Context: an optimization exercise on an open-source flow, tuned for small area. The choices shown serve that exercise and are no tape-out recipe. Function was checked by simulation only, so behaviour that the tests miss may differ from the original. The clock port is modelled as an ideal driver, which makes a skipped or thinned clock tree look cheaper than it is; a real chip needs a root buffer or a tree. Power figures rest on the tool's default switching activity, not on a simulated workload.

## rc5_dec
module rc5_dec (
    input  wire        clk,
    input  wire        rst,           
    input  wire        ev_valid,
    input  wire [31:0] ev_word,
    output wire        take_valid,
    output wire [31:0] take_data
);
export LEC_CHECK = 0
export CAP_MARGIN = 20
export CORE_MARGIN = 2
export CORE_UTILIZATION = 40
export SLEW_MARGIN = 20
create_clock -name core_clock -period 10.0 [get_ports {clk}]
standard.sh (not shown) runs the stock make flow with config.mk's settings and CLKGATE_MAP_FILE= SYNTH_SCRIPT=/design/flow/synth_recipe.tcl, a recipe that flattens the netlist after the stock synthesis.
==> flow/flow/run.sh <==
#!/bin/bash
# Own layout flow:
#  1. the standard synthesis (standard.sh synth), unchanged;
#  2. its combinational logic re-mapped for area with a few ABC scripts
#     (registers, their names and cell types untouched); each result is
#     proven equal to the standard netlist and the smallest is kept;
#  3. the standard floorplan and placement, with the smallest buffer
#     on the ports;
#  4. a one-buffer clock tree (cts.tcl) in place of ORFS's CTS step;
#  5. the standard routing and finishing.
set -euo pipefail
WORK=$(pwd)
FLOWDIR=$WORK/flow
R=$WORK/orfs/results/$FLOW_PLATFORM/rc5_dec/base
LIB=$FLOW_HOME/platforms/sky130hd/lib/sky130_fd_sc_hd__tt_025C_1v80.lib
YOSYS=$(command -v yosys || echo /OpenROAD-flow-scripts/tools/install/yosys/bin/yosys)
OPENROAD=$(command -v openroad || echo /OpenROAD-flow-scripts/tools/install/OpenROAD/bin/openroad)

bash standard.sh synth > $WORK/log_synth.txt 2>&1

cp $R/1_2_yosys.v $WORK/std_synth.v
python3 $FLOWDIR/cutff.py $WORK/std_synth.v $WORK/eq_gold.v gold
remap_one() {
  s=$1
  n=$(basename $s .script)
  if FLOW_LIB=$LIB REMAP_IN=$WORK/std_synth.v REMAP_OUT=$WORK/remap_$n.v \
     REMAP_SCRIPT=$s REMAP_STAT=$WORK/remap_$n.stat \
     $YOSYS -c $FLOWDIR/remap.tcl > $WORK/log_remap_$n.txt 2>&1 \
     && ! grep -q "assign" $WORK/remap_$n.v \
     && python3 $FLOWDIR/cutff.py $WORK/remap_$n.v $WORK/eq_gate_$n.v gate \
     && FLOW_LIB=$LIB EQ_GOLD=$WORK/eq_gold.v EQ_GATE=$WORK/eq_gate_$n.v \
        $YOSYS -c $FLOWDIR/eqcheck.tcl > $WORK/log_eq_$n.txt 2>&1; then
    echo "$n $(awk '/Chip area for top module/ {print $NF}' $WORK/remap_$n.stat)" > $WORK/remap_$n.area
  else
    echo "$n failed" > $WORK/remap_$n.area
  fi
}
export -f remap_one
export WORK FLOWDIR LIB YOSYS
ls $FLOWDIR/abc_*.script | xargs -P ${NUM_CORES:-4} -I{} bash -c 'remap_one {}'
cat $WORK/remap_*.area > $WORK/remap_areas.txt
read best best_area < <(awk '$2 != "failed"' $WORK/remap_areas.txt | sort -k2,2g -k1,1 | head -1) || true
echo "best $best $best_area" >> $WORK/remap_areas.txt
if [[ -n "$best" ]]; then
  cp $WORK/remap_$best.v $R/1_2_yosys.v
  rm -f $R/1_synth.odb
fi

export BUFFER_PORTS_ARGS="-buffer_cell sky130_fd_sc_hd__buf_1"
bash standard.sh place > $WORK/log_place.txt 2>&1

RESULTS=$R LIB=$LIB FLOW_HOME=$FLOW_HOME CLK_BUF=${CLK_BUF:-sky130_fd_sc_hd__clkbuf_16} CLK_NBUF=${CLK_NBUF:-1} \
  $OPENROAD -no_init -exit $FLOWDIR/cts.tcl > $WORK/log_cts.txt 2>&1

bash standard.sh > $WORK/log_layout.txt 2>&1
==> flow/flow/cts.tcl <==
# Clock tree: one clock buffer, placed at the centre of the registers,
# drives every register clock pin.  Replaces ORFS's 4_1_cts step.
set R $::env(RESULTS)
read_liberty $::env(LIB)
read_db $R/3_place.odb
read_sdc $R/3_place.sdc
source $::env(FLOW_HOME)/platforms/sky130hd/setRC.tcl

set block [ord::get_db_block]
set dbu [$block getDbUnitsPerMicron]
set nbuf $::env(CLK_NBUF)
set clk_net [$block findNet clk]
set sinks {}
foreach it [$clk_net getITerms] {
  set inst [$it getInst]
  set bb [$inst getBBox]
  lappend sinks [list [expr {([$bb xMin] + [$bb xMax]) / 2.0 / $dbu}] \
                      [expr {([$bb yMin] + [$bb yMax]) / 2.0 / $dbu}] \
                      [$inst getName]/[[$it getMTerm] getName]]
}
puts "clock sinks: [llength $sinks]"
# split the sinks into nbuf groups of equal size by x, one buffer per group
set sinks [lsort -real -index 0 $sinks]
set n [llength $sinks]
for {set g 0} {$g < $nbuf} {incr g} {
  set lo [expr {$g * $n / $nbuf}]
  set hi [expr {($g + 1) * $n / $nbuf - 1}]
  set grp [lrange $sinks $lo $hi]
  set sx 0.0
  set sy 0.0
  set pins {}
  foreach s $grp {
    set sx [expr {$sx + [lindex $s 0]}]
    set sy [expr {$sy + [lindex $s 1]}]
    lappend pins [get_pins [lindex $s 2]]
  }
  set k [llength $grp]
  insert_buffer -buffer_cell $::env(CLK_BUF) -net clk -load_pins $pins \
    -location [list [expr {$sx / $k}] [expr {$sy / $k}]] \
    -buffer_name clkbuf_$g -net_name clknet_$g
}
foreach i [$block getInsts] {
  if { [string match clkbuf_* [$i getName]] } {
    foreach it [$i getITerms] {
      set net [$it getNet]
      if { $net != "NULL" } { $net setSigType CLOCK; puts "clock net [$net getName]" }
    }
  }
}
set_propagated_clock [all_clocks]
detailed_placement
estimate_parasitics -placement
report_clock_skew
repair_timing -verbose
detailed_placement
check_placement -verbose
report_checks -path_delay min_max
write_db $R/4_1_cts.odb
write_sdc -no_timestamp $R/4_cts.sdc
Other scripts of this flow, unchanged in this note and not shown: flow/flow/abc_a2.script, flow/flow/abc_ds0.script, flow/flow/abc_ds1.script, flow/flow/abc_ds2.script, flow/flow/abc_ds3.script, flow/flow/abc_ds4.script, flow/flow/abc_ds5.script, flow/flow/abc_ds6.script, flow/flow/abc_m6.script, flow/flow/abc_n6.script, flow/flow/abc_w30.script, flow/flow/cutff.py, flow/flow/eqcheck.tcl, flow/flow/remap.tcl
Rerun with:
--- a/flow/flow/run.sh
+++ b/flow/flow/run.sh
@@ -51,3 +51,3 @@
 
-RESULTS=$R LIB=$LIB FLOW_HOME=$FLOW_HOME CLK_BUF=${CLK_BUF:-sky130_fd_sc_hd__clkbuf_16} CLK_NBUF=${CLK_NBUF:-1} \
+RESULTS=$R LIB=$LIB FLOW_HOME=$FLOW_HOME CLK_BUF=${CLK_BUF:-sky130_fd_sc_hd__clkbuf_16} CLK_NBUF=${CLK_NBUF:-0} CLK_INV1=${CLK_INV1:-sky130_fd_sc_hd__clkinv_1} CLK_INV2=${CLK_INV2:-sky130_fd_sc_hd__clkinv_8} \
   $OPENROAD -no_init -exit $FLOWDIR/cts.tcl > $WORK/log_cts.txt 2>&1
--- a/flow/flow/cts.tcl
+++ b/flow/flow/cts.tcl
@@ -21,2 +21,39 @@
 puts "clock sinks: [llength $sinks]"
+if { $nbuf == 0 } {
+  # an inverter pair: a small inverter at the clock port drives a large
+  # clock inverter at the centre of the registers, which drives every
+  # register clock pin (the registers see the clock's own polarity)
+  set sx 0.0
+  set sy 0.0
+  foreach s $sinks {
+    set sx [expr {$sx + [lindex $s 0]}]
+    set sy [expr {$sy + [lindex $s 1]}]
+  }
+  set cx [expr {int($sx / [llength $sinks] * $dbu)}]
+  set cy [expr {int($sy / [llength $sinks] * $dbu)}]
+  set db [ord::get_db]
+  set inv1 [odb::dbInst_create $block [$db findMaster $::env(CLK_INV1)] clkbuf_inv1]
+  set inv2 [odb::dbInst_create $block [$db findMaster $::env(CLK_INV2)] clkbuf_inv2]
+  set n1 [odb::dbNet_create $block clknet_mid]
+  set n2 [odb::dbNet_create $block clknet_0]
+  foreach it [$clk_net getITerms] {
+    $it disconnect
+    $it connect $n2
+  }
+  [$inv1 findITerm A] connect $clk_net
+  [$inv1 findITerm Y] connect $n1
+  [$inv2 findITerm A] connect $n1
+  [$inv2 findITerm Y] connect $n2
+  # the first inverter near the clock pin, the second at the registers' centre
+  set bt [lindex [$clk_net getBTerms] 0]
+  set bb [$bt getBBox]
+  set px [expr {([$bb xMin] + [$bb xMax]) / 2}]
+  set py [expr {([$bb yMin] + [$bb yMax]) / 2}]
+  set px [expr {($px + $cx) / 2}]
+  set py [expr {($py + $cy) / 2}]
+  $inv1 setLocation $px $py
+  $inv1 setPlacementStatus PLACED
+  $inv2 setLocation $cx $cy
+  $inv2 setPlacementStatus PLACED
+} else {
 # split the sinks into nbuf groups of equal size by x, one buffer per group
@@ -41,2 +78,3 @@
 }
+}
 foreach i [$block getInsts] {
What happened: Die area does not change. Critical path depth stays the same. Worst setup slack is better by 130 ps. Wire length drops by 1.7%. Clock power drops by 14%. Via count climbs by 0.44%. Synthesized area stays the same. Sequential cell count is unchanged. Final area stays flat. Sequential share of layout area climbs by 0.12 points.
Rerun with:
--- a/flow/flow/run.sh
+++ b/flow/flow/run.sh
@@ -8,3 +8,3 @@
 #     on the ports;
-#  4. a one-buffer clock tree (cts.tcl) in place of ORFS's CTS step;
+#  4. a two-inverter clock tree (cts.tcl) in place of ORFS's CTS step;
 #  5. the standard routing and finishing.
==> flow/flow/abc_f2.script (new file) <==
strash
&get -n
&deepsyn -T 20 -S 3
&if -K 4 -a
&mfs
&st
&dch
&nf -p -R 1000
&put
==> flow/flow/abc_f5.script (new file) <==
strash
&get -n
&deepsyn -T 20 -S 3
&put
dch -f
&get -n
&nf -p -R 1000 -E 10
&put
--- a/flow/flow/cts.tcl
+++ b/flow/flow/cts.tcl
@@ -1,3 +1,6 @@
-# Clock tree: one clock buffer, placed at the centre of the registers,
-# drives every register clock pin.  Replaces ORFS's 4_1_cts step.
+# Clock tree in place of ORFS's 4_1_cts step.  With CLK_NBUF = 0: a small
+# inverter near the clock port drives one large clock inverter at the centre
+# of the registers, which drives every register clock pin (so every register
+# sees the same clock arrival, in the clock's own polarity).  With
+# CLK_NBUF = n > 0: n clock buffers, one per group of registers.
 set R $::env(RESULTS)
What happened: The changed run ran to the end with no violations. Cell count increases slightly. Wire length rose by roughly a tenth. Combinational power increases by a few percent. Sequential share of layout area shrinks by 0.61 points. Setup slack improves by 330 ps. Via count grows slightly. Global-route usage is higher by 1.9 points. Total power went up slightly. Critical path depth stays the same.
Rerun with:
--- a/flow/flow/run.sh
+++ b/flow/flow/run.sh
@@ -8,3 +8,3 @@
 #     on the ports;
-#  4. a two-inverter clock tree (cts.tcl) in place of ORFS's CTS step;
+#  4. a one-buffer clock tree (cts.tcl) in place of ORFS's CTS step;
 #  5. the standard routing and finishing.
@@ -51,3 +51,3 @@
 
-RESULTS=$R LIB=$LIB FLOW_HOME=$FLOW_HOME CLK_BUF=${CLK_BUF:-sky130_fd_sc_hd__clkbuf_16} CLK_NBUF=${CLK_NBUF:-0} CLK_INV1=${CLK_INV1:-sky130_fd_sc_hd__clkinv_1} CLK_INV2=${CLK_INV2:-sky130_fd_sc_hd__clkinv_8} \
+RESULTS=$R LIB=$LIB FLOW_HOME=$FLOW_HOME CLK_BUF=${CLK_BUF:-sky130_fd_sc_hd__clkbuf_8} CLK_NBUF=${CLK_NBUF:-2} \
   $OPENROAD -no_init -exit $FLOWDIR/cts.tcl > $WORK/log_cts.txt 2>&1
==> flow/flow/cts.tcl (replaced) <==
# Clock tree: one clock buffer, placed at the centre of the registers,
# drives every register clock pin.  Replaces ORFS's 4_1_cts step.
set R $::env(RESULTS)
read_liberty $::env(LIB)
read_db $R/3_place.odb
read_sdc $R/3_place.sdc
source $::env(FLOW_HOME)/platforms/sky130hd/setRC.tcl

set block [ord::get_db_block]
set dbu [$block getDbUnitsPerMicron]
set nbuf $::env(CLK_NBUF)
set clk_net [$block findNet clk]
set sinks {}
foreach it [$clk_net getITerms] {
  set inst [$it getInst]
  set bb [$inst getBBox]
  lappend sinks [list [expr {([$bb xMin] + [$bb xMax]) / 2.0 / $dbu}] \
                      [expr {([$bb yMin] + [$bb yMax]) / 2.0 / $dbu}] \
                      [$inst getName]/[[$it getMTerm] getName]]
}
puts "clock sinks: [llength $sinks]"
# split the sinks into nbuf groups of equal size by x, one buffer per group
set sinks [lsort -real -index 0 $sinks]
set n [llength $sinks]
for {set g 0} {$g < $nbuf} {incr g} {
  set lo [expr {$g * $n / $nbuf}]
  set hi [expr {($g + 1) * $n / $nbuf - 1}]
  set grp [lrange $sinks $lo $hi]
  set sx 0.0
  set sy 0.0
  set pins {}
  foreach s $grp {
    set sx [expr {$sx + [lindex $s 0]}]
    set sy [expr {$sy + [lindex $s 1]}]
    lappend pins [get_pins [lindex $s 2]]
  }
  set k [llength $grp]
  insert_buffer -buffer_cell $::env(CLK_BUF) -net clk -load_pins $pins \
    -location [list [expr {$sx / $k}] [expr {$sy / $k}]] \
    -buffer_name clkbuf_$g -net_name clknet_$g
}
foreach i [$block getInsts] {
  if { [string match clkbuf_* [$i getName]] } {
    foreach it [$i getITerms] {
      set net [$it getNet]
      if { $net != "NULL" } { $net setSigType CLOCK; puts "clock net [$net getName]" }
    }
  }
}
set_propagated_clock [all_clocks]
detailed_placement
estimate_parasitics -placement
report_clock_skew
repair_timing -verbose
detailed_placement
check_placement -verbose
report_checks -path_delay min_max
write_db $R/4_1_cts.odb
write_sdc -no_timestamp $R/4_cts.sdc
removed: flow/flow/abc_f2.script
removed: flow/flow/abc_f5.script
Synthesized cell count is unchanged. Core utilization is lower by 0.57 points. Clock power is higher by 9.3%. Maximum frequency is lower by 9.5%.
The clock cells of the second and third runs of this note come from the design's own scripts or RTL, not from TritonCTS.

---

The RTL this note starts from:
==> flow/design.v <==
module rc5_classifier #(
    parameter DW  = 27,
    parameter T   = 900,
    parameter TOL = 270
) (
    input  wire [DW-1:0] dur,
    output wire          is_ok,     
    output wire          is_long
);
    wire in_short = (dur >= T - TOL)     && (dur < T + TOL);
    wire in_long  = (dur >= 2 * T - TOL) && (dur < 2 * T + TOL);
    assign is_ok   = in_short | in_long;
    assign is_long = in_long;
endmodule
module rc5_resolver (
    input  wire rising,
    input  wire last,
    input  wire is_long,
    output wire commit,
    output wire inval
);
    wire x = rising ^ last ^ is_long;
    assign commit = x;
    assign inval  = ~x & ~(rising & last & ~is_long);
endmodule
module rc5_accumulator #(
    parameter W = 32
) (
    input  wire         clk,
    input  wire         clear,      
    input  wire         load_d,
    input  wire         commit,     
    input  wire         set_err,    
    input  wire         nbit_in,    
    output reg  [W-1:0] nq
);
    wire a = clear | commit;
    wire b = clear | ~commit;
    always @(posedge clk) begin
        nq[0]     <= clear ? 1'b0 : commit ? nbit_in : (nq[0] | set_err);
        nq[1]     <= clear ? ~load_d : commit ? nq[0] : nq[1];
        nq[W-1:2] <= ({(W-2){a}} | nq[W-1:2]) & ({(W-2){b}} | nq[W-2:1]);
    end
endmodule
module rc5_dec (
    input  wire        clk,
    input  wire        rst,           
    input  wire        ev_valid,
    input  wire [31:0] ev_word,
    output wire        take_valid,
    output wire [31:0] take_data
);
    localparam W   = 32;
    localparam DW  = 27;
    localparam T   = 900;
    localparam TOL = 270;
    wire       valid      = ev_valid & ~rst;
    wire [3:0] op         = ev_word[31:28];
    wire       ev_dir     = ev_word[27];
    wire       no_operand = (ev_word[27:0] == 28'd0);
    wire ev_edge    = valid & (op == 4'h1);
    wire ev_timeout = valid & (op == 4'h2) & no_operand;
    wire ev_take    = valid & (op == 4'h3) & no_operand;
    wire ev_disable = valid & (op == 4'h4) & no_operand;
    wire ev_enable  = valid & (op == 4'h5) & no_operand;
    reg x;
    wire [W-1:0] nq;                
    wire ready = ~nq[W-1];
    wire r0    = ~nq[0];            
    wire r1    = ~nq[1];
    wire en    = ~(x & r0 & r1);
    wire is_ok, is_long;
    rc5_classifier #(.DW(DW), .T(T), .TOL(TOL)) u_classifier (
        .dur     (ev_word[DW-1:0]),
        .is_ok   (is_ok),
        .is_long (is_long)
    );
    wire r_commit, r_inval;
    rc5_resolver u_resolver (
        .rising  (ev_dir),
        .last    (r0),
        .is_long (is_long),
        .commit  (r_commit),
        .inval   (r_inval)
    );
    wire edge_n   = ev_edge & ~x & ~ready;
    wire edge_reset = (edge_n & ~is_ok) | (ev_edge & x & ~r0);
    wire commit   = edge_n & is_ok & r_commit;
    wire set_err  = edge_n & is_ok & r_inval;
    wire go_sync  = ev_edge & x & r0 & ~r1 & is_ok & ~ev_dir;
    wire to_idle = rst | edge_reset | (ev_timeout & en) | (ev_take & ready)
                   | ev_enable;
    wire clear   = to_idle | ev_disable;
    rc5_accumulator #(.W(W)) u_acc (
        .clk     (clk),
        .clear   (clear),
        .load_d  (ev_disable),
        .commit  (commit),
        .set_err (set_err),
        .nbit_in (ev_dir),
        .nq      (nq)
    );
    always @(posedge clk)
        x <= clear | set_err | (x & ~go_sync);
    assign take_valid = ready;
    assign take_data  = {1'b0, ~(nq[W-2:0] | {(W-1){nq[W-1]}})};
endmodule
clock: 10.0 ns
lec_check: 0
cap_margin: 20
core_margin: 2
core_utilization: 40
slew_margin: 20
==> flow/flow/run.sh <==
#!/bin/bash
# Own layout flow: the standard synthesis, then the combinational logic
# re-mapped for area (registers untouched), then the standard layout with
# the smallest buffer on the ports.
set -euo pipefail
WORK=$(pwd)
FLOWDIR=$WORK/flow
R=$WORK/orfs/results/$FLOW_PLATFORM/rc5_dec/base
LIB=$FLOW_HOME/platforms/sky130hd/lib/sky130_fd_sc_hd__tt_025C_1v80.lib
YOSYS=$(command -v yosys || echo /OpenROAD-flow-scripts/tools/install/yosys/bin/yosys)

bash standard.sh synth > $WORK/log_synth.txt 2>&1

cp $R/1_2_yosys.v $WORK/std_synth.v
best=""
best_area=""
for s in $FLOWDIR/abc_*.script; do
  n=$(basename $s .script)
  if FLOW_LIB=$LIB REMAP_IN=$WORK/std_synth.v REMAP_OUT=$WORK/remap_$n.v \
     REMAP_SCRIPT=$s REMAP_STAT=$WORK/remap_$n.stat \
     $YOSYS -c $FLOWDIR/remap.tcl > $WORK/log_remap_$n.txt 2>&1; then
    a=$(awk '/Chip area for top module/ {print $NF}' $WORK/remap_$n.stat)
    echo "$n $a" >> $WORK/remap_areas.txt
    if [[ -n "$a" ]] && { [[ -z "$best_area" ]] || awk -v a=$a -v b=$best_area 'BEGIN{exit !(a<b)}'; }; then
      best=$n; best_area=$a
    fi
  fi
done
echo "best $best $best_area" >> $WORK/remap_areas.txt
if [[ -n "$best" ]]; then
  cp $WORK/remap_$best.v $R/1_2_yosys.v
  rm -f $R/1_synth.odb
fi

export BUFFER_PORTS_ARGS="-buffer_cell sky130_fd_sc_hd__buf_1"
bash standard.sh > $WORK/log_layout.txt 2>&1
==> flow/flow/remap.tcl <==
# Re-map the combinational logic of the standard synthesis netlist for area.
# Registers (and tie cells) keep their instances, names and cell types.
yosys -import
set lib $::env(FLOW_LIB)
set in $::env(REMAP_IN)
set out $::env(REMAP_OUT)
set scr $::env(REMAP_SCRIPT)
read_liberty -ignore_miss_func $lib
set keep {}
foreach m [split [string trim [tee -q -s result.string select -list =sky130_fd_sc_hd__*df* =sky130_fd_sc_hd__*dl*]] "\n"] {
  setattr -mod -set keep_hierarchy 1 $m
}
read_verilog -defer $in
hierarchy -top rc5_dec
flatten
yosys rename -hide w:*.*
opt_clean -purge
abc -liberty $lib -script $scr -dont_use *lpflow* -dont_use *probe* -dont_use *clkdly* -dont_use *dlygate* -dont_use *dlymetal*
opt_clean -purge
splitnets
opt_clean -purge
hilomap -singleton -hicell sky130_fd_sc_hd__conb_1 HI -locell sky130_fd_sc_hd__conb_1 LO
opt_clean -purge
tee -o $::env(REMAP_STAT) stat -liberty $lib
select -module rc5_dec
write_verilog -noattr -nohex -nodec -selected $out
Other scripts of this flow, unchanged in this note and not shown: flow/flow/abc_a2.script, flow/flow/abc_m1.script, flow/flow/abc_m3.script, flow/flow/abc_m6.script, flow/flow/abc_s4.script
==> next run, changes <==
--- a/flow/flow/remap.tcl
+++ b/flow/flow/remap.tcl
@@ -10 +10 @@
-foreach m [split [string trim [tee -q -s result.string select -list =sky130_fd_sc_hd__*df* =sky130_fd_sc_hd__*dl*]] "\n"] {
+foreach m [split [string trim [tee -q -s result.string select -list =sky130_fd_sc_hd__df* =sky130_fd_sc_hd__conb_*]] "\n"] {
@@ -22,2 +21,0 @@
-hilomap -singleton -hicell sky130_fd_sc_hd__conb_1 HI -locell sky130_fd_sc_hd__conb_1 LO
-opt_clean -purge
With this change the flow aborted during 1_synth.
==> next run, changes <==
--- a/flow/flow/remap.tcl
+++ b/flow/flow/remap.tcl
@@ -10 +10 @@
-foreach m [split [string trim [tee -q -s result.string select -list =sky130_fd_sc_hd__df* =sky130_fd_sc_hd__conb_*]] "\n"] {
+foreach m [split [string trim [tee -q -s result.string select -list =sky130_fd_sc_hd__*df* =sky130_fd_sc_hd__*dl*]] "\n"] {
@@ -21,0 +22,2 @@
+hilomap -singleton -hicell sky130_fd_sc_hd__conb_1 HI -locell sky130_fd_sc_hd__conb_1 LO
+opt_clean -purge
--- a/flow/config.mk
+++ b/flow/config.mk
@@ -10,0 +11,3 @@
+export CTS_BUF_LIST = sky130_fd_sc_hd__clkbuf_8
+export CTS_CLUSTER_DIAMETER = 500
+export CTS_CLUSTER_SIZE = 50
=>
- The new run completed without violations

==> what the ideal ports hide <==
The flow's constraints put no driver on any port. The routed layouts listed below were extracted and timed again, unchanged, in two steps.
Step 1 assumes that a clkbuf_16 drives the clock port and a buf_2 every other input.
Step 2, shift: input delay + t, output delay - t, t = (earliest + latest rising clock arrival at the registers) / 2. This alone moves slack from input paths to output paths.
Three values: ideal ports, drivers, drivers and shift; two values: the first two.
run	t (ns)	setup slack, ns	latest minus earliest clock arrival (ns)	pins driven straight from the clock port
the first run of note 1	0.197	4.952 / 4.957 / 4.761	0.003 / 0.003	1
the second run of note 1	0.302	5.078 / 5.074 / 4.772	0.003 / 0.003	1
the third run of note 1	0.344	5.404 / 5.401 / 5.057	0.004 / 0.004	1
the fourth run of note 1	0.184	4.922 / 4.932 / 4.748	0.004 / 0.004	2
the first run of note 2	0.349	5.512 / 5.513 / 5.164	0.004 / 0.004	1
the third run of note 2	0.298	5.449 / 5.451 / 5.153	0.004 / 0.004	1
After both steps every run listed still meets setup and hold. The setup slack of the first run of note 2, which loses most, moves by +0.001 ns with the drivers and by -0.348 ns with both steps.
